Source: an optimization exercise on an open RTL-to-GDS flow (aim: small area). Production flows keep margins and buffers that such runs may drop. Where RTL was checked, it was by simulation tests only, not by an equivalence proof against the original. The RTL of runs 3 and 4 was laid out without a check of its function. No run shown here takes its clock network from TritonCTS; it comes from the design's own scripts or RTL. The flow treats the clock pin as an ideal source. Dropping or thinning the clock tree relies on that and would not hold on a real chip. Power is estimated from default activity; no workload was simulated.

## design.v

```verilog
module u2v2_packet_decoder (
    input  wire [3:0] head_lo,
    input  wire [3:0] head_hi,
    input  wire [3:0] tap,
    input  wire [7:0] in_data,
    input  wire [3:0] acc,
    input  wire       cin,
    input  wire       ld,
    input  wire       add_en,
    input  wire       xor_en,
    input  wire       lo_ph,
    output wire       head02,
    output wire       in02,
    output wire       in03,
    output wire [3:0] acc_nx,
    output wire       cy,
    output wire [3:0] xor_out
);
    localparam [7:0] START     = 8'h02;
    localparam [7:0] END_MARK  = 8'h03;
    localparam [7:0] KEY_CONST = 8'h26;
    assign head02 = ({head_hi, head_lo} == START);
    assign in02   = (in_data == START);
    assign in03   = (in_data == END_MARK);
    wire [3:0] kc = lo_ph ? KEY_CONST[3:0] : KEY_CONST[7:4];
    assign xor_out = tap ^ (xor_en ? (~acc ^ kc) : 4'h0);
    wire [3:0] b = add_en ? tap : 4'd0;
    wire [4:0] c;
    wire [3:0] sum;
    assign c[0] = cin;
    genvar g;
    generate
        for (g = 0; g < 4; g = g + 1) begin : g_add
            assign sum[g]  = acc[g] ^ b[g] ^ c[g];
            assign c[g+1]  = (acc[g] & b[g]) | (c[g] & (acc[g] ^ b[g]));
        end
    endgenerate
    assign cy     = c[4];
    assign acc_nx = ld ? ~tap : sum;
endmodule
module u2v2_framer (
    input  wire        clk,
    input  wire        rst,           
    input  wire        rd_req,
    input  wire        rd_cancel,
    output wire        busy,
    output wire        out_valid,
    output wire [63:0] out_payload,
    output wire        in_ready,
    input  wire        in_valid,
    input  wire [7:0]  in_data
);
    reg [3:0] n [0:23];
    reg [4:0] c;
    reg [3:0] L;
    reg       due;
    reg       full;
    reg       busy_q;
    reg [3:0] X, Y;
    reg       k;
    wire aligned = c[4] & c[3];                 
    wire c_1     = (c == 5'd1);
    wire c_2     = (c == 5'd2);
    wire lo_ph   = ~c[0];                       
    wire emptying = due & ~full;                
    wire L15      = (L == 4'd15);
    wire ld       = emptying ? (c == 5'd20 | c == 5'd19)
                             : (c == 5'd22 | c == 5'd21);
    wire add_en   = ~due & (c <= 5'd20);
    wire xm       = emptying & L[3];
    wire head02, in02, in03, cy;
    wire [3:0] acc_nx;
    wire [3:0] xor_out;
    u2v2_packet_decoder u_pd (
        .head_lo  (n[0]),
        .head_hi  (n[1]),
        .tap      (n[20]),
        .in_data  (in_data),
        .acc      (X),
        .cin      (k),
        .ld       (ld),
        .add_en   (add_en),
        .xor_en   (xm),
        .lo_ph    (lo_ph),
        .head02   (head02),
        .in02     (in02),
        .in03     (in03),
        .acc_nx   (acc_nx),
        .cy       (cy),
        .xor_out  (xor_out)
    );
    wire sum_ok = (&X) & (&Y) & (&L) & (n[21] == 4'd0);
    wire can_take = aligned & ~due & (full | ~L15);
    assign in_ready  = busy_q & ~rd_cancel & can_take;
    wire take = in_ready & in_valid;
    wire good = full & sum_ok & in03;
    wire ins  = take & ~good;
    wire scan = ~due & ~full & L15;
    wire hit  = scan & lo_ph & head02;           
    wire ld_L = full & aligned & ~take;
    wire inc  = take ? (~full & (L != 4'd0 | in02))
                     : (full ? (~due & ~lo_ph & cy)
                             : ((scan & c_2 & ~hit) | (emptying & L15 & c_1)));
    assign busy      = busy_q;
    assign out_valid = busy_q & emptying & ~L[3] & aligned;
    assign out_payload = {n[5],  n[4],  n[7],  n[6],  n[9],  n[8],
                          n[11], n[10], n[13], n[12], n[15], n[14],
                          n[17], n[16], n[19], n[18]};
    integer i;
    always @(posedge clk) begin
        for (i = 1; i < 23; i = i + 1)
            if (i != 19)
                n[i] <= n[i + 1];
        n[19] <= xor_out;
        n[23] <= ins ? in_data[3:0] : n[0];
        n[0]  <= ins ? in_data[7:4] : n[1];
        X <= Y;
        Y <= acc_nx;
        k <= lo_ph & cy;
    end
    always @(posedge clk) begin
        if (rst) begin
            busy_q <= 1'b0;
            due    <= 1'b0;
            full   <= 1'b0;
            L      <= 4'd0;
            c      <= 5'd24;
        end else begin
            if (!busy_q)
                busy_q <= rd_req;
            else if (out_valid | rd_cancel)
                busy_q <= 1'b0;
            if (ins)
                c <= 5'd1;
            else
                c <= c_1 ? 5'd24 : c - 5'd1;
            if (take) begin
                if (full) begin
                    due  <= good | head02;
                    full <= ~good & head02;
                end else if (L == 4'd12) begin
                    due  <= 1'b1;
                    full <= 1'b1;
                end
            end else if (out_valid | (due & ld_L)) begin
                due <= 1'b0;
            end
            if (hit)
                L <= c[4:1];
            else if (ld_L)
                L <= ~n[20];
            else if (take & full)
                L <= 4'd15;
            else if (inc)
                L <= L + 4'd1;
        end
    end
endmodule
```

## flow/run.sh

```bash
#!/bin/bash
# Standard layout, with single-drive port buffers, a clock tree without
# dummy loads and power (size) recovery after global routing, followed by
# a slew/capacitance repair (flow/post_grt.tcl); the clock tree is rebuilt
# as balanced clusters after CTS (flow/post_cts.tcl, flow/mtree.tcl).
set -euo pipefail
here=$(pwd)
bash standard.sh \
  "BUFFER_PORTS_ARGS=-buffer_cell sky130_fd_sc_hd__buf_1" \
  "CTS_ARGS=-sink_clustering_enable -repair_clock_nets -dont_use_dummy_load -buf_list sky130_fd_sc_hd__clkbuf_4" \
  "RECOVER_POWER=100" \
  "POST_CTS_TCL=$here/flow/post_cts.tcl" \
  "POST_GLOBAL_ROUTE_TCL=$here/flow/post_grt.tcl" \
  finish > make_finish.log 2>&1
```

## flow/mtree.tcl

```tcl
# Replace the clock tree by a root buffer driving K leaf buffers, each
# driving one balanced cluster of flip-flops (k-means on placement).
proc my_manual_tree {K leafcell rootcell} {
  set block [ord::get_db_block]
  set db [ord::get_db]
  set clk [$block findNet clk]
  # remove existing clock buffers, collect flip-flop clock pins
  set sinks {}
  set todo [list $clk]
  set bufs {}
  set tnets {}
  while {[llength $todo]} {
    set n [lindex $todo 0]; set todo [lrange $todo 1 end]
    if {$n ne $clk} { lappend tnets $n }
    foreach it [$n getITerms] {
      if {[$it isOutputSignal]} { continue }
      set inst [$it getInst]
      set m [[$inst getMaster] getName]
      if {[string match "sky130_fd_sc_hd__clkbuf_*" $m]} {
        lappend bufs $inst
        foreach o [$inst getITerms] {
          if {[$o isOutputSignal] && [$o getNet] ne "NULL"} { lappend todo [$o getNet] }
        }
      } else {
        lappend sinks $it
      }
    }
  }
  foreach it $sinks { $it disconnect }
  foreach b $bufs {
    odb::dbInst_destroy $b
  }
  foreach n $tnets { odb::dbNet_destroy $n }
  set pts {}
  foreach it $sinks {
    set bb [[$it getInst] getBBox]
    lappend pts [list $it [expr ([$bb xMin]+[$bb xMax])/2.0] [expr ([$bb yMin]+[$bb yMax])/2.0]]
  }
  set n [llength $pts]
  # balanced k-means: assign greedily by distance with capacity
  set cap [expr int(ceil(double($n)/$K))]
  set cx {}; set cy {}
  set sorted [lsort -real -index 1 $pts]
  for {set k 0} {$k < $K} {incr k} {
    set s [lindex $sorted [expr int(($k+0.5)*$n/$K)]]
    lappend cx [lindex $s 1]; lappend cy [lindex $s 2]
  }
  for {set iter 0} {$iter < 40} {incr iter} {
    # all (point, cluster) pairs sorted by distance, capacity-limited
    set pairs {}
    for {set i 0} {$i < $n} {incr i} {
      set p [lindex $pts $i]
      for {set k 0} {$k < $K} {incr k} {
        lappend pairs [list [expr abs([lindex $p 1]-[lindex $cx $k]) + abs([lindex $p 2]-[lindex $cy $k])] $i $k]
      }
    }
    set pairs [lsort -real -index 0 $pairs]
    set asg [lrepeat $n -1]; set cnt [lrepeat $K 0]
    foreach pr $pairs {
      set i [lindex $pr 1]; set k [lindex $pr 2]
      if {[lindex $asg $i] >= 0 || [lindex $cnt $k] >= $cap} { continue }
      lset asg $i $k; lset cnt $k [expr [lindex $cnt $k]+1]
    }
    set sx [lrepeat $K 0.0]; set sy [lrepeat $K 0.0]
    foreach p $pts a $asg {
      lset sx $a [expr [lindex $sx $a]+[lindex $p 1]]
      lset sy $a [expr [lindex $sy $a]+[lindex $p 2]]
    }
    for {set k 0} {$k < $K} {incr k} {
      if {[lindex $cnt $k]} {
        lset cx $k [expr [lindex $sx $k]/[lindex $cnt $k]]
        lset cy $k [expr [lindex $sy $k]/[lindex $cnt $k]]
      }
    }
  }
  set rm [$db findMaster $rootcell]
  set lm [$db findMaster $leafcell]
  set root [odb::dbInst_create $block $rm clkbuf_root]
  set rnet [odb::dbNet_create $block clknet_root]
  $rnet setSigType CLOCK
  [$root findITerm A] connect $clk
  [$root findITerm X] connect $rnet
  set mx 0; set my 0
  for {set k 0} {$k < $K} {incr k} { set mx [expr $mx + [lindex $cx $k]]; set my [expr $my + [lindex $cy $k]] }
  $root setLocation [expr int($mx/$K)] [expr int($my/$K)]
  $root setPlacementStatus PLACED
  for {set k 0} {$k < $K} {incr k} {
    set b [odb::dbInst_create $block $lm clkbuf_leaf_$k]
    set nn [odb::dbNet_create $block clknet_leaf_$k]
    $nn setSigType CLOCK
    [$b findITerm A] connect $rnet
    [$b findITerm X] connect $nn
    foreach p $pts a $asg { if {$a == $k} { [lindex $p 0] connect $nn } }
    $b setLocation [expr int([lindex $cx $k])] [expr int([lindex $cy $k])]
    $b setPlacementStatus PLACED
  }
  puts "manual clock tree: $K leaves of $leafcell, clusters $cnt"
}
```

## flow/post_cts.tcl

```tcl
# Sourced by ORFS at the end of CTS (POST_CTS_TCL).  The H-tree CTS builds
# for this small design has unbalanced leaves; rebuild the clock tree as one
# root buffer driving 12 leaf buffers, each driving a balanced cluster of
# about 10 flip-flops (flow/mtree.tcl), then upsize any leaf whose
# flip-flops would see too slow a clock slew.
source [file join [file dirname [info script]] mtree.tcl]
my_manual_tree 12 sky130_fd_sc_hd__clkbuf_4 sky130_fd_sc_hd__clkbuf_4
detailed_placement
estimate_parasitics -placement
foreach inst [get_cells clkbuf_leaf_*] {
  set out [get_pins -of_objects $inst -filter "direction==output"]
  set loads [get_pins -of_objects [get_nets -of_objects $out] -filter "direction==input"]
  set worst 0
  foreach p $loads {
    foreach k {slew_max_rise slew_max_fall} {
      set v [get_property $p $k]
      if {$v > $worst} { set worst $v }
    }
  }
  if {$worst > 0.105} {
    puts "upsizing [get_property $inst name]: fanout [llength $loads], slew $worst"
    replace_cell $inst sky130_fd_sc_hd__clkbuf_8
  }
}
detailed_placement
estimate_parasitics -placement
report_clock_skew
```

## flow/post_grt.tcl

```tcl
# Sourced by ORFS at the end of global routing (POST_GLOBAL_ROUTE_TCL), after
# power recovery has downsized gates: fix the max-slew and max-capacitance
# violations the downsizing can leave, re-legalise, reroute the changed
# nets and rewrite the route guides.
global_route -start_incremental
repair_design_helper
detailed_placement
global_route -end_incremental
estimate_parasitics -global_routing
report_check_types -max_slew -max_capacitance -violators
write_guides $::env(RESULTS_DIR)/route.guide
```

## standard.sh

```bash
#!/bin/bash
# synth_recipe.tcl (not shown) runs the flow's synth.tcl, then flattens the netlist and writes it again
# the make line also repeats each setting of config.mk as NAME=value (left out here)
make -C /OpenROAD-flow-scripts/flow DESIGN_CONFIG=/design/flow/config.mk WORK_HOME=/design/flow/orfs CLKGATE_MAP_FILE= SYNTH_SCRIPT=/design/flow/synth_recipe.tcl "${@:-finish}"
```

## config.mk

```make
export PLATFORM = sky130hd
export DESIGN_NAME = u2v2_framer
export DESIGN_NICKNAME = u2v2_framer
export VERILOG_FILES = /design/flow/design.v
export SDC_FILE = /design/flow/constraint.sdc
export NUM_CORES = 4
export LEC_CHECK = 0
export CAP_MARGIN = 20
export CORE_MARGIN = 2
export CORE_UTILIZATION = 65
export PLACE_DENSITY = 0.75
export SLEW_MARGIN = 20
```

## constraint.sdc

```tcl
create_clock -name core_clock -period 10.0 [get_ports {clk}]
set_input_delay 2.0000 -clock core_clock [delete_from_list [all_inputs] [get_ports {clk}]]
set_output_delay 2.0000 -clock core_clock [all_outputs]
set_load 0.01 [all_outputs]
```

==> results by group, run 1 <==
Outcome
  • Outcome: no timing/DRC/antenna violations

Routing
  • Drt drc: 0
  • Avg WL per Cell: 14.7 um
  • Vias: 2181
  • DRT Pass-1 Iters: 4
  • Total wire length: 6.20 mm
  • Post-DRT Antenna Nets: 0
  • Vias/cell: 5.17
  • Iter 0 DRT Violations: 126

STA
  • Final setup viols: 0
  • Slew headroom: 43.7%
  • Tcrit/Tclk final: 45.7%
  • Setup Skew: 27.6 ps
  • Final setup margin: 5430 ps
  • Max Transition Viols Final: 0
  • Fmax: 219 MHz
  • Slew @ Worst Pin: 841 ps
  • Post-layout minimum cycle time: 4570 ps
  • Final setup TNS: 0 ps
  • Final hold vios: 0

Die
  • I/O pin cnt: 80
  • Die Area: 0.00588 sq mm
  • Die Ht: 76.7 um
  • Initial Util: 67.2%
  • # rows: 26
  • Die width: 76.7 um
  • Core area: 0.00511 sq mm

Worst setup path
  • Crit-path max cell delay: 290 ps
  • CP Max Fanout: 3
  • Crit path launch type: primary input
  • Crit. End Element: output port
  • CP arrival: 2570 ps
  • CP Class: in2out
  • Cells along the critical path: buf_1, nor4_1, buf_1
  • Most frequent cell on the critical path: buf_1
  • Critical Path RT: 8000 ps
  • WP buf/inv: 2
  • Worst path slowest cell: nor4_1
  • CP delay by family, top: simple AND/OR/NAND/NOR gates

Logic synthesis
  • Synth Area in Adders: 4.52%
  • Number of flops mapped to enable cells by yosys: 0
  • Post-Syn Area: 0.00343 sq mm
  • Top-area cell type share of the netlist area: 68.2%
  • Avg Synthesized Cell Area: 12.9 sq um
  • Gate Count Post-Synth: 267
  • Ranking of synthesized cells by area: dfxtp_1 (68%), nor2_1 (2.7%), fa_1 (2.3%)
  • Seq cells post-synth: 117
  • Synth warn: 3
  • FFs w/ async S/R, synth: 0%
  • XOR/XNOR share of the synthesized area: 2.30%
  • Compound-Gate Fraction of Synth Area: 6.23%
  • Synth Area in Simple Gates: 10.8%
  • Multiplexer share of the synthesized area: 4.99%
  • Main combinational cell family by area after synthesis: simple AND/OR/NAND/NOR gates
  • Top_reg_cell synth: dfxtp_1
  • Post-Syn Nets: 290
  • Area leader, netlist: dfxtp_1
  • Seq/Total Area, Yosys: 68.2%
  • Synth unique cells: 51

Clocking
  • Clock latency (worst-skew pair): 460 ps
  • TritonCTS Sinks: 117
  • Clock slew at reported path FFs: 90 ps

Cells and area
  • Most common cell after layout, fill and taps aside: dfxtp_1
  • Fin area: 0.00384 sq mm
  • Commonest non-fill, non-tap cells in the layout: dfxtp_1 (117), buf_1 (78), nor2_1 (26)
  • Fin cells: 422
  • Final Core Density: 75.1%
  • P&R area growth vs syn: 11.8%
  • Share of cells above drive strength 1: 6.53%
  • Diode count: 0
  • Nets: 377
  • Fillers: 378

Power and ir drop
  • Pwr dens: 224 mW/mm^2
  • Largest vdd supply drop: 0.173 mV
  • Lkg Pwr: 1.53 nW

Place
  • Pre-CTS WS: 5420 ps
  • Post-DP HPWL: 4.32 mm
  • Post-placement cell area: 0.00376 sq mm
  • Cells after DPL: 409
  • Port bufs: 79
  • Gpl congestion: 0.826

Worst hold path
  • Hold WC Path Type: reg2reg

Global routing
  • Initial antenna violation count: 0
  • Total global-route track usage: 21.6%
  • Number of global-route vias before repair: 2180
  • Global-route wire length before repair: 10.2 mm
  • Grt total ovfl: 0
  • Largest net degree at the start of global routing: 16

Flow run
  • Max cap viols: 0
where the power goes:
| part | total, mW | switching [mW] | internal (mW) | leakage [nW] |
|---|---|---|---|---|
| Combinational | 0.0967 | 0.0568 | 0.0398 | 0.508 |
| Clock | 0.196 | 0.128 | 0.0683 | 0.0650 |
| Sequential | 0.567 | 0.0414 | 0.525 | 0.958 |
| Total | 0.860 | 0.226 | 0.634 | 1.53 |
stage by stage:
step | hold WS [ps] | power [mW]
after floorplan | 310 | 0.634
after detailed placement | 312 | 0.674
final | 317 | 0.860
after global placement | 310 | 0.670
path summary, 6_finish.rpt:
check,slack [ps],endpoint,cells past startpoint,startpoint
worst max-delay path,5430,in_ready,3,rd_cancel
worst min-delay path,320,n[21][0]$_DFF_P_,0,n[22][0]$_DFF_P_
worst max register to register,5820,L[3]$_SDFFE_PP0P_,13,c[0]$_SDFF_PP0_
worst min register to register,320,n[21][0]$_DFF_P_,0,n[22][0]$_DFF_P_
registers in the layout, indices dropped and copies added (netlist names):
name and count:
busy_q 1, n 96, Y 4, X 4
L 4, full 1, c 5, k 1
due 1
final cells by class:
type                            instances  area (sq um)  share of cell area (%)
Tap cell                               70          87.6                    2.28
Inverter                               11          41.3                    1.08
Multi-Input combinational cell        132           960                    25.0
Buffer                                 13           110                    2.87
Timing Repair Buffer                   79           297                    7.73
Sequential cell                       117          2340                    61.0
per-layer routing:
| metal | track usage [%] | vias to the layer above | share of wire, % |
|---|---|---|---|
| li1 | - | 1074 | - |
| met1 | 28.2 | 1018 | 41 |
| met2 | 36.8 | 87 | 50 |
| met3 | 4.47 | 2 | 8.4 |
| met4 | 5.27 | 0 | 0.44 |
| met5 | 0 | - | 0 |
kinds of logic after synthesis:
family / after synthesis
adder cells (fa/ha/maj): 10
buffers and inverters: 18
AND/OR/NAND/NOR: 68
XOR/XNOR: 9
flip-flops: 117
AO/OA/AOI/OAI: 29
multiplexers: 16
synthesized netlist by cell type (2+ instances only):
cell type and number:
nand2_1 11, a211oi_1 2, nand3_1 4, o2111ai_1 2
o21ai_0 6, a22o_1 2, inv_1 11, clkbuf_1 2
a31oi_1 2, buf_6 2, o21bai_1 2, nor3_1 5
nor2_1 25, nor4b_1 2, mux2_1 2, or3_1 2
nand4_1 2, xor2_1 5, fa_1 4, a2111oi_0 2
mux2_2 7, nor2b_1 2, nor4_1 3, dfxtp_1 117
mux2i_1 7, ha_1 6, xnor2_1 4, a21oi_1 3
==> run 2: changes to the inputs <==
--- a/config.mk
+++ b/config.mk
@@ -8,5 +8,5 @@
 export CAP_MARGIN = 20
 export CORE_MARGIN = 2
-export CORE_UTILIZATION = 65
-export PLACE_DENSITY = 0.75
+export CORE_UTILIZATION = 80
+export PLACE_DENSITY = 0.85
 export SLEW_MARGIN = 20
==> run 2 against run 1 <==
Area after synthesis did not move. Sequential cell count unchanged. Worst hold slack gained 10 ps. Wire length increased by 65%.
==> results by group, run 2 <==
Outcome
  • Outcome: no timing/DRC/antenna violations

Worst setup path
  • R2R setup slack: 4930 ps
  • Most frequent cell on the critical path: fa_1
  • Critical Path RT: 10300 ps
  • CP Max Fanout: 10
  • Worst path slowest cell: a2111oi_0
  • Crit path from: c[0]$_SDFF_PP0_
  • Crit path launch type: register
  • Cells along the critical path: o21ai_0, nand2b_1, a21oi_1, nand2_1, fa_1, fa_1, fa_1, fa_1, o31ai_1, mux2_1, a2bb2oi_1, nor2_1, a2111oi_0
  • FF-to-FF Start: c[0]$_SDFF_PP0_
  • CP Class: reg2reg
  • Worst setup path end: L[3]$_SDFFE_PP0P_
  • CP arrival: 5370 ps
  • Worst reg-to-reg path cell count: 13
  • Crit. End Element: register
  • Crit-path max cell delay: 730 ps
  • R2R Path End: L[3]$_SDFFE_PP0P_

Cells and area
  • Fin cells: 403
  • Nets: 377
  • P&R area growth vs syn: 10.8%
  • Final Core Density: 93.7%
  • Top flop regs: n x96, c x5
  • Most common cell after layout, fill and taps aside: dfxtp_1
  • Top reg by flops: n
  • Largest register FFs: 96
  • Share of cells above drive strength 1: 5.68%
  • Commonest non-fill, non-tap cells in the layout: dfxtp_1 (117), buf_1 (78), nor2_1 (26)

Logic synthesis
  • Synth unique cells: 51
  • Top-area cell type share of the netlist area: 68.2%
  • Synth warn: 3
  • Top_reg_cell synth: dfxtp_1
  • Most frequent cell after synthesis: dfxtp_1
  • Number of flops mapped to enable cells by yosys: 0
  • Post-Syn Area: 0.00343 sq mm
  • Avg Synthesized Cell Area: 12.9 sq um
  • Area leader, netlist: dfxtp_1
  • Post-synth top cells: dfxtp_1 (117), nor2_1 (25), inv_1 (11), nand2_1 (11)
  • Ranking of synthesized cells by area: dfxtp_1 (68%), nor2_1 (2.7%), fa_1 (2.3%)
  • FFs w/ async S/R, synth: 0%
  • Seq/Total Area, Yosys: 68.2%
  • Seq cells post-synth: 117
  • Post-Syn Nets: 290
  • Gate Count Post-Synth: 267

STA
  • Tcrit/Tclk final: 50.7%
  • Slew headroom: 25.1%
  • Final setup TNS: 0 ps
  • Max Transition Viols Final: 0
  • Final setup viols: 0
  • Final hold vios: 0
  • Setup Skew: 16.7 ps
  • Slew @ Worst Pin: 1120 ps
  • Fmax: 197 MHz
  • Post-layout minimum cycle time: 5070 ps

Power and ir drop
  • Lkg Pwr: 1.53 nW
  • Largest vdd supply drop: 0.204 mV
  • Pwr dens: 233 mW/mm^2

Global routing
  • Total global-route track usage: 43.2%
  • Initial antenna violation count: 1
  • Largest net degree at the start of global routing: 16
  • Global-route wire length before repair: 15.6 mm
  • Number of global-route vias before repair: 2772
  • Grt total ovfl: 0

Die
  • Initial Util: 84.6%
  • I/O pin cnt: 80
  • Die Area: 0.00483 sq mm
  • # rows: 23
  • Die width: 69.5 um
  • Die Ht: 69.5 um
  • Core area: 0.00406 sq mm

Flow run
  • Max cap viols: 0

Routing
  • Drt drc: 0
  • Iter 0 DRT Violations: 333
  • Avg WL per Cell: 25.4 um
  • Total wire length: 10.2 mm
  • Vias/cell: 6.70
  • DRT Pass-1 Iters: 7
  • Vias: 2699
  • Post-DRT Antenna Nets: 0

Place
  • Post-DP HPWL: 6.05 mm
  • Cells after DPL: 389
  • Port bufs: 79
  • Gpl congestion: 0.872

Clocking
  • Clock latency (worst-skew pair): 480 ps
  • TritonCTS Sinks: 117
  • Clock slew at reported path FFs: 100 ps

Worst hold path
  • Hold WC Path Type: reg2reg
[run 2: cell count changes in the layout (fill, tap and decap cells not counted), sizes merged]
cell   before  now
diode       0    1
[run 2: area by class of cell]
class / instances / area (sq um)
sequential: 117 / 2340
buffer: 13 / 97.6
multi-input combinational: 132 / 960
antenna: 1 / 2.50
fill: 125 / 255
tap: 50 / 62.6
timing repair buffer: 79 / 297
inverter: 11 / 41.3
[run 2: how the worst min path moves through the flow]
stage                       end             start  depth (start not counted)  slack [ps]
2_1_floorplan   n[1][0]$_DFF_P_   n[2][0]$_DFF_P_                          0         310
3_3_place_gp   n[21][2]$_DFF_P_  n[22][2]$_DFF_P_                          0         310
3_5_place_dp   n[21][1]$_DFF_P_  n[22][1]$_DFF_P_                          0         310
6_report        n[2][2]$_DFF_P_   n[3][2]$_DFF_P_                          0         330
[run 2: cell families (layout without fill, tap and decap cells)]
kind of cell / Yosys count / in the layout / share of synthesized area [%]
AOI/OAI and AO/OA: 29 / 29 / 6.23
xor gates and xnor gates: 9 / 9 / 2.30
adders and majority gates: 10 / 10 / 4.52
buffers and inverters: 18 / 103 / 2.92
DFF: 117 / 117 / 68.2
muxes: 16 / 16 / 4.99
other: 0 / 1 / 0
and+or+nand+nor: 68 / 68 / 10.8
[run 2: critical path, delay by kind of cell, from the launching register on]
kind / cells / cell delay [ps]
AOI/OAI and AO/OA: 5 / 2220
adders and majority gates: 4 / 1640
DFF: 1 / 470
muxes: 1 / 180
and+or+nand+nor: 3 / 370
[run 2: routing by layer]
metal	wire, um	track usage (%)
met1	3310	48.2
met2	5000	72.8
met3	1170	12.6
met4	745	25.9
met5	0	0
[run 2: metrics by stage]
step / power (mW) / setup slack [ps] / instance area, sq um / hold WS [ps]
floorplan: 0.634 / 5570 / 3430 / 310
global placement: 0.668 / 5490 / 3730 / 311
detailed placement: 0.687 / 5480 / 3730 / 312
finish: 0.885 / 4930 / 3800 / 327
[run 2: report_power, final]
group | total, mW | leakage [nW] | switching, mW | internal (mW)
clock | 0.192 | 0.0598 | 0.132 | 0.0598
combinational | 0.112 | 0.509 | 0.0721 | 0.0401
sequential | 0.581 | 0.958 | 0.0557 | 0.526
total | 0.885 | 1.53 | 0.260 | 0.626
==> run 3: changes to the inputs <==
--- a/design.v
+++ b/design.v
@@ -67,5 +67,6 @@
     wire ld       = emptying ? (c == 5'd20 | c == 5'd19)
                              : (c == 5'd22 | c == 5'd21);
-    wire add_en   = ~due & (c <= 5'd20);
+    wire c_gt20   = c[4] & (c[3] | (c[2] & (c[1] | c[0])));    
+    wire add_en   = ~due & ~c_gt20;
     wire xm       = emptying & L[3];
     wire head02, in02, in03, cy;
==> run 3 against run 2 <==
Register-to-register slack better by 540 ps. Utilization shrank 3.5 points. Sequential share of layout area down 1.6 points. Area after synthesis is 3.4% higher. Combinational power barely moved. Synthesized cell count increased by 0.75%. Cell area grew 2.6%. Power decreased by 0.56%.
==> results by group, run 3 <==
Logic synthesis
  • Post-synth top cells: dfxtp_1 (117), nor2_1 (19), inv_1 (11)
  • Avg Synthesized Cell Area: 13.2 sq um
  • FFs w/ async S/R, synth: 0%
  • Most frequent cell after synthesis: dfxtp_1
  • Post-Syn Area: 0.00355 sq mm
  • Compound-Gate Fraction of Synth Area: 7.08%
  • Synth Area in Adders: 4.72%
  • Seq/Total Area, Yosys: 66.0%
  • Multiplexer share of the synthesized area: 4.97%
  • Seq cells post-synth: 117
  • Top-area cell type share of the netlist area: 66.0%
  • Synth Area in Simple Gates: 11.7%
  • Synth unique cells: 59
  • Area leader, netlist: dfxtp_1
  • Gate Count Post-Synth: 269
  • Post-Syn Nets: 293
  • Ranking of synthesized cells by area: dfxtp_1 (66%), mux2_4 (3.0%), ha_1 (2.5%)
  • Main combinational cell family by area after synthesis: simple AND/OR/NAND/NOR gates
  • Synth warn: 3
  • Top_reg_cell synth: dfxtp_1
  • XOR/XNOR share of the synthesized area: 2.22%
  • Number of flops mapped to enable cells by yosys: 0

Worst setup path
  • R2R setup slack: 5470 ps
  • Critical Path RT: 8000 ps
  • Crit. End Element: output port
  • Crit path from: rd_cancel
  • Crit-path max cell delay: 290 ps
  • Crit path launch type: primary input
  • R2R Path End: L[1]$_SDFFE_PP0P_
  • CP Max Fanout: 3
  • CP arrival: 2580 ps
  • Worst reg-to-reg path cell count: 16
  • Most frequent cell on the critical path: buf_1
  • Worst path slowest cell: nor4b_1
  • Cells along the critical path: buf_1, nor4b_1, buf_1
  • FF-to-FF Start: c[0]$_SDFF_PP0_
  • CP Class: in2out
  • Worst setup path end: in_ready

Worst hold path
  • Hold WC Path Type: reg2reg

Die
  • Die Ht: 70.6 um
  • Core area: 0.00432 sq mm
  • Initial Util: 82.1%
  • Die Area: 0.00499 sq mm
  • I/O pin cnt: 80
  • # rows: 24
  • Die width: 70.6 um

Place
  • Pre-CTS WS: 5440 ps
  • Gpl congestion: 0.864
  • Post-DP HPWL: 5.91 mm
  • Port bufs: 79

Clocking
  • TritonCTS Sinks: 117
  • Clock latency (worst-skew pair): 450 ps
  • Clock slew at reported path FFs: 90 ps

Cells and area
  • Most common cell after layout, fill and taps aside: dfxtp_1
  • Largest register FFs: 96
  • Top flop regs: n x96, c x5
  • Diode count: 0
  • Nets: 379
  • P&R area growth vs syn: 9.94%
  • Share of cells above drive strength 1: 7.65%
  • Top reg by flops: n
  • Commonest non-fill, non-tap cells in the layout: dfxtp_1 (117), buf_1 (78), nor2_1 (19)

Power and ir drop
  • Pwr dens: 226 mW/mm^2
  • Largest vdd supply drop: 0.199 mV
  • Lkg Pwr: 1.56 nW

STA
  • Fmax: 219 MHz
  • Final setup viols: 0
  • Final setup margin: 5420 ps
  • Slew headroom: 45.2%
  • Tcrit/Tclk final: 45.8%
  • Max Transition Viols Final: 0
  • Final setup TNS: 0 ps
  • Setup Skew: 31.9 ps
  • Slew @ Worst Pin: 822 ps
  • Post-layout minimum cycle time: 4580 ps
  • Final hold vios: 0

Routing
  • Vias: 2457
  • Vias/cell: 6.07
  • Total wire length: 8.47 mm
  • Avg WL per Cell: 20.9 um
  • Post-DRT Antenna Nets: 0
  • DRT Pass-1 Iters: 4
  • Drt drc: 0
  • Iter 0 DRT Violations: 200

Global routing
  • Initial antenna violation count: 0
  • Global-route wire length before repair: 13.4 mm
  • Total global-route track usage: 35.0%
  • Largest net degree at the start of global routing: 16
  • Number of global-route vias before repair: 2555
  • Grt total ovfl: 0

Outcome
  • Outcome: no timing/DRC/antenna violations

Flow run
  • Max cap viols: 0
## run 3: cell types whose count changed after synthesis, moves of 6 or more
cell / change
mux2_4: +7
o21ai_0: -6
mux2_2: -7
nor2_1: -6
## run 3: report_power, final
group / switching (mW) / internal, mW / total, mW
registers: 0.0528 / 0.526 / 0.579
logic: 0.0660 / 0.0428 / 0.109
clock network: 0.128 / 0.0642 / 0.192
total: 0.247 / 0.633 / 0.880
## run 3: worst min-delay path by stage
stage	depth (start not counted)	end	start	slack (ps)
2_1_floorplan	0	n[1][0]$_DFF_P_	n[2][0]$_DFF_P_	310
3_3_place_gp	0	n[1][1]$_DFF_P_	n[2][1]$_DFF_P_	310
3_5_place_dp	0	n[1][3]$_DFF_P_	n[2][3]$_DFF_P_	310
6_report	0	n[2][1]$_DFF_P_	n[3][1]$_DFF_P_	320
## run 3: cell type report
class	count	area, sq um
Multi-Input combinational cell	133	1050
Tap cell	52	65.1
Timing Repair Buffer	79	297
Fill cell	173	422
Buffer	13	104
Sequential cell	117	2340
Inverter	11	41.3
## run 3: worst max-delay path, delay by kind of cell
| family | cells | cell delay [ps] |
|---|---|---|
| buf+inv | 2 | 290 |
| simple gates | 1 | 290 |
## run 3: layer usage
| metal | vias up | share of wire [%] | track usage [%] |
|---|---|---|---|
| li1 | 1099 | - | - |
| met1 | 1174 | 37 | 41.6 |
| met2 | 145 | 51 | 62.9 |
| met3 | 39 | 7.3 | 5.56 |
| met4 | 0 | 4.4 | 15.7 |
| met5 | - | 0 | 0 |
## run 3: logic make-up after synthesis
kind of cell / after synthesis
flip-flops: 117
buffers and inverters: 19
multiplexers: 14
XOR/XNOR: 9
adder cells (fa/ha/maj): 11
AO/OA/AOI/OAI: 31
AND/OR/NAND/NOR: 68
## run 3: stage by stage
step	util [%]	instance area (sq um)	cells	power, mW	hold slack, ps
floorplan	-	3550	269	0.643	310
global placement	88.7	3830	392	0.673	310
detailed placement	88.7	3830	392	0.692	312
finish	90.2	3900	405	0.880	319
==> run 4: changes to the inputs <==
==> design.v (replaced) <==
module u2v2_packet_decoder (
    input  wire [7:0] head,
    input  wire [1:0] tap,
    input  wire [7:0] in_data,
    input  wire [1:0] acc,
    input  wire       cin,
    input  wire       ld,
    input  wire       add_en,
    input  wire       xor_en,
    input  wire [1:0] part,
    output wire       head02,
    output wire       in02,
    output wire       in03,
    output wire [1:0] acc_nx,
    output wire       cy,
    output wire [1:0] xor_out
);
    localparam [7:0] START     = 8'h02;
    localparam [7:0] END_MARK  = 8'h03;
    localparam [7:0] KEY_CONST = 8'h26;
    assign head02 = (head == START);
    assign in02   = (in_data == START);
    assign in03   = (in_data == END_MARK);
    reg [1:0] kc;
    always @* begin
        case (part)
            2'b00:   kc = KEY_CONST[1:0];
            2'b11:   kc = KEY_CONST[3:2];
            2'b10:   kc = KEY_CONST[5:4];
            default: kc = KEY_CONST[7:6];
        endcase
    end
    assign xor_out = tap ^ (xor_en ? (~acc ^ kc) : 2'b00);
    wire [1:0] b = add_en ? tap : 2'd0;
    wire       c1 = (acc[0] & b[0]) | (cin & (acc[0] ^ b[0]));
    wire [1:0] sum;
    assign sum[0] = acc[0] ^ b[0] ^ cin;
    assign sum[1] = acc[1] ^ b[1] ^ c1;
    assign cy     = (acc[1] & b[1]) | (c1 & (acc[1] ^ b[1]));
    assign acc_nx = ld ? ~tap : sum;
endmodule
module u2v2_framer (
    input  wire        clk,
    input  wire        rst,           
    input  wire        rd_req,
    input  wire        rd_cancel,
    output wire        busy,
    output wire        out_valid,
    output wire [63:0] out_payload,
    output wire        in_ready,
    input  wire        in_valid,
    input  wire [7:0]  in_data
);
    reg [1:0] n [0:47];
    reg [5:0] c;
    reg [3:0] L;
    reg       due;
    reg       full;
    reg       busy_q;
    reg [1:0] A [0:3];
    reg       k;
    wire aligned = c[5] & c[4];                 
    wire c_1     = (c == 6'd1);
    wire c_4     = (c == 6'd4);
    wire c_47    = (c == 6'd47);
    wire j0      = (c[1:0] == 2'b00);           
    wire j3      = (c[1:0] == 2'b01);           
    wire emptying = due & ~full;                
    wire L15      = (L == 4'd15);
    wire c_37_40  = (c[5:3] == 3'b100 & c[2:0] >= 3'd5) | (c == 6'd40);
    wire c_41_44  = (c[5:3] == 3'b101 & c[2:0] != 3'd0 & ~(c[2] & (c[1] | c[0])));
    wire c_gt40   = c[5] & (c[4] | (c[3] & (c[2] | c[1] | c[0])));
    wire ld       = emptying ? c_37_40 : c_41_44;
    wire add_en   = ~due & ~c_gt40;
    wire xm       = emptying & L[3];
    wire head02, in02, in03, cy;
    wire [1:0] acc_nx;
    wire [1:0] xor_out;
    u2v2_packet_decoder u_pd (
        .head     ({n[3], n[2], n[1], n[0]}),
        .tap      (n[40]),
        .in_data  (in_data),
        .acc      (A[0]),
        .cin      (k),
        .ld       (ld),
        .add_en   (add_en),
        .xor_en   (xm),
        .part     (c[1:0]),
        .head02   (head02),
        .in02     (in02),
        .in03     (in03),
        .acc_nx   (acc_nx),
        .cy       (cy),
        .xor_out  (xor_out)
    );
    wire sum_ok = (&A[0]) & (&A[1]) & (&A[2]) & (&A[3]) & (&L) &
                  (n[42] == 2'd0) & (n[43] == 2'd0);
    wire can_take = aligned & ~due & (full | ~L15);
    assign in_ready  = busy_q & ~rd_cancel & can_take;
    wire take = in_ready & in_valid;
    wire good = full & sum_ok & in03;
    wire ins  = take & ~good;
    wire scan  = ~due & ~full & L15;
    wire hit   = scan & j0 & head02;             
    wire ld_lo = full & aligned & ~take;         
    wire ld_hi = full & ~due & c_47;             
    wire inc   = take ? (~full & (L != 4'd0 | in02))
                      : (full ? (~due & j3 & cy)
                              : ((scan & c_4 & ~hit) | (emptying & L15 & c_1)));
    assign busy      = busy_q;
    assign out_valid = busy_q & emptying & ~L[3] & aligned;
    genvar g;
    generate
        for (g = 0; g < 8; g = g + 1) begin : g_out
            assign out_payload[63 - 8*g -: 8] =
                {n[8 + 4*g + 3], n[8 + 4*g + 2], n[8 + 4*g + 1], n[8 + 4*g]};
        end
    endgenerate
    integer i;
    always @(posedge clk) begin
        for (i = 3; i < 47; i = i + 1)
            if (i != 39)
                n[i] <= n[i + 1];
        n[39] <= xor_out;
        n[47] <= ins ? in_data[1:0] : n[0];
        n[0]  <= ins ? in_data[3:2] : n[1];
        n[1]  <= ins ? in_data[5:4] : n[2];
        n[2]  <= ins ? in_data[7:6] : n[3];
        for (i = 0; i < 3; i = i + 1)
            A[i] <= A[i + 1];
        A[3] <= acc_nx;
        k <= ~j3 & cy;
    end
    always @(posedge clk) begin
        if (rst) begin
            busy_q <= 1'b0;
            due    <= 1'b0;
            full   <= 1'b0;
            L      <= 4'd0;
            c      <= 6'd48;
        end else begin
            if (!busy_q)
                busy_q <= rd_req;
            else if (out_valid | rd_cancel)
                busy_q <= 1'b0;
            if (ins)
                c <= 6'd3;
            else
                c <= c_1 ? 6'd48 : c - 6'd1;
            if (take) begin
                if (full) begin
                    due  <= good | head02;
                    full <= ~good & head02;
                end else if (L == 4'd12) begin
                    due  <= 1'b1;
                    full <= 1'b1;
                end
            end else if (out_valid | (due & ld_lo)) begin
                due <= 1'b0;
            end
            if (hit)
                L <= c[5:2];
            else if (ld_lo)
                L[1:0] <= ~n[40];
            else if (ld_hi)
                L[3:2] <= ~n[40];
            else if (take & full)
                L <= 4'd15;
            else if (inc)
                L <= L + 4'd1;
        end
    end
endmodule
==> run 4 against run 3 <==
Sequential share of layout area decreased by 0.25 points. Die area grew 0.40%. Register-to-register slack better by 660 ps. Utilization is 1.2 points higher. Power is 2.8% higher. Via count is 11% higher. Critical path depth unchanged. Critical path type unchanged. First-iteration DRC count up 65%. Synthesized cell count grew 3.3%. Still clean. Largest power group unchanged. Combinational power increased by 9%.
==> results by group, run 4 <==
Routing
  • Avg WL per Cell: 25.2 um
  • Drt drc: 0
  • Vias/cell: 6.56
  • Vias: 2722
  • Total wire length: 10.4 mm
  • Post-DRT Antenna Nets: 0
  • Iter 0 DRT Violations: 329
  • DRT Pass-1 Iters: 5

Worst setup path
  • CP Class: in2out
  • Crit-path max cell delay: 300 ps
  • Crit. End Element: output port
  • FF-to-FF Start: c[2]$_SDFF_PP0_
  • Most frequent cell on the critical path: buf_1
  • CP arrival: 2610 ps
  • Cells along the critical path: buf_1, nor4_1, buf_1
  • CP Max Fanout: 3
  • Critical Path RT: 8000 ps
  • Worst path slowest cell: nor4_1
  • Crit path launch type: primary input
  • Crit path from: rd_cancel

STA
  • Max Transition Viols Final: 0
  • Final setup margin: 5390 ps
  • Setup Skew: 32.9 ps
  • Final setup viols: 0
  • Post-layout minimum cycle time: 4610 ps
  • Final setup TNS: 0 ps
  • Tcrit/Tclk final: 46.1%
  • Final hold vios: 0
  • Slew headroom: 37.1%
  • Fmax: 217 MHz
  • Slew @ Worst Pin: 942 ps

Logic synthesis
  • Seq cells post-synth: 118
  • Synth unique cells: 58
  • Post-synth top cells: dfxtp_1 (118), nor2_1 (15), inv_1 (13)
  • Ranking of synthesized cells by area: dfxtp_1 (66%), ha_1 (3.2%), mux2_4 (2.1%)
  • Post-Syn Nets: 302
  • Top-area cell type share of the netlist area: 66.3%
  • Number of flops mapped to enable cells by yosys: 0
  • Synth Area in Adders: 4.28%
  • Synth Area in Simple Gates: 13.9%
  • Top_reg_cell synth: dfxtp_1
  • Area leader, netlist: dfxtp_1
  • Synth warn: 6
  • FFs w/ async S/R, synth: 0%
  • Seq/Total Area, Yosys: 66.3%
  • Post-Syn Area: 0.00356 sq mm
  • Multiplexer share of the synthesized area: 3.62%
  • Most frequent cell after synthesis: dfxtp_1
  • Compound-Gate Fraction of Synth Area: 7.09%
  • Main combinational cell family by area after synthesis: simple AND/OR/NAND/NOR gates
  • XOR/XNOR share of the synthesized area: 2.21%
  • Avg Synthesized Cell Area: 12.8 sq um
  • Gate Count Post-Synth: 278

Power and ir drop
  • Comb power frac: 13.2%
  • Proportion of power drawn by flip-flops and latches: 64.2%
  • P_int: 0.642 mW
  • Psw: 0.263 mW
  • Lkg Pwr: 1.61 nW
  • Largest vdd supply drop: 0.184 mV
  • Clock Power Share: 22.6%
  • Net Sw Frac: 29.0%
  • Pwr dens: 229 mW/mm^2

Global routing
  • Number of global-route vias before repair: 2816
  • Largest net degree at the start of global routing: 15
  • Total global-route track usage: 41.8%
  • Global-route wire length before repair: 15.5 mm
  • Grt total ovfl: 0
  • Initial antenna violation count: 1

Die
  • I/O pin cnt: 80
  • Die width: 70.8 um
  • Die Ht: 70.8 um
  • # rows: 24
  • Initial Util: 82.4%
  • Core area: 0.00432 sq mm
  • Die Area: 0.00501 sq mm

Cells and area
  • Largest register FFs: 96
  • Commonest non-fill, non-tap cells in the layout: dfxtp_1 (118), buf_1 (78), nor2_1 (15)
  • Share of cells above drive strength 1: 6.89%
  • Nets: 389
  • P&R area growth vs syn: 10.9%
  • Top reg by flops: n
  • Diode count: 0
  • Most common cell after layout, fill and taps aside: dfxtp_1
  • Top flop regs: n x96, A x8, c x6

Worst hold path
  • Min-delay src: n[45][1]$_DFF_P_
  • Hold WC Path Type: reg2reg

Place
  • Port bufs: 79
  • Pre-CTS WS: 5480 ps
  • Gpl congestion: 1.04
  • Post-DP HPWL: 6.07 mm

Clocking
  • Clock slew at reported path FFs: 100 ps
  • TritonCTS Sinks: 118
  • Clock latency (worst-skew pair): 480 ps

Flow run
  • Max cap viols: 0

Outcome
  • Outcome: no timing/DRC/antenna violations
[run 4: cell count changes after synthesis, sizes merged, moves of 3 or more]
cell    change
nor2        -5
clkbuf      +3
mux2i       -4
o21bai      +3
xor2        -5
xnor2       +5
[run 4: area by class of cell]
type / count / area, sq um
flip-flops and latches: 118 / 2360
multi-input cells: 140 / 1070
fillers: 164 / 372
repair buffers: 79 / 297
plain buffers: 13 / 110
well taps: 52 / 65.1
inverters: 13 / 48.8
[run 4: path summary, 6_finish.rpt]
path / to / slack, ps / cells past startpoint
setup / recovery: in_ready / 5390 / 3
hold / removal: n[44][1]$_DFF_P_ / 330 / 0
setup reg to reg: L[1]$_SDFFE_PP0P_ / 6130 / 12
hold reg to reg: n[44][1]$_DFF_P_ / 330 / 0
[run 4: cell families after synthesis]
group                      count (synthesis)
xor gates and xnor gates                   9
DFF                                      118
adders and majority gates                 11
AOI/OAI and AO/OA                         37
and+or+nand+nor                           73
buffers and inverters                     20
muxes                                     10
[run 4: critical path, delay by kind of cell]
| family | cells | cell delay (ps) |
|---|---|---|
| simple gates | 1 | 300 |
| buf+inv | 2 | 310 |
[run 4: power groups by stage]
stage	sequential (mW)	clock, mW	combinational (mW)
finish	0.581	0.204	0.119
detailed placement	0.584	0	0.114
global placement	0.576	0	0.103
floorplan	0.582	0	0.0607
[run 4: layer usage]
layer  routed length [um]  vias up  share of wire [%]  GRT usage, %
met5                   16        -               0.15             0
met2                 5120      267                 49          72.2
li1                     -     1132                  -             -
met3                 1050       89                 10          11.1
met4                  827        2                7.9          24.9
met1                 3430     1232                 33          46.2
[run 4: metrics by stage]
stage / power [mW] / area (sq um) / hold WS [ps] / utilization (%) / cells
final: 0.905 / 3950 / 327 / 91.4 / 415
after detailed placement: 0.698 / 3880 / 313 / 89.7 / 402
after global placement: 0.679 / 3880 / 311 / 89.7 / 402
after floorplan: 0.642 / 3560 / 310 / - / 278

==> re-timing with driven ports <==
The flow's constraints put no driver on any port. The routed layouts listed below were extracted and timed again, unchanged, in two steps.
Step 1 assumes that a clkbuf_16 drives the clock port and a buf_2 every other input.
Step 2, shift: input delay + t, output delay - t, t = (earliest + latest rising clock arrival at the registers) / 2. This alone moves slack from input paths to output paths.
Three values: ideal ports, drivers, drivers and shift; two values: the first two.
run	t (ns)	setup slack, ns	latest minus earliest clock arrival (ns)	worst slew at a driven data input, ns
run 1	0.474	5.432 / 5.412 / 5.339	0.028 / 0.027	0.04
run 2	0.502	4.928 / 4.928 / 4.749	0.017 / 0.017	0.04
run 3	0.459	5.424 / 5.401 / 5.401	0.032 / 0.032	0.04
run 4	0.491	5.387 / 5.356 / 5.322	0.033 / 0.033	0.07
After both steps every run listed still meets setup and hold. For run 2, which loses most, drivers alone change the setup slack by 0.000 ns; drivers and shift together by -0.179 ns.
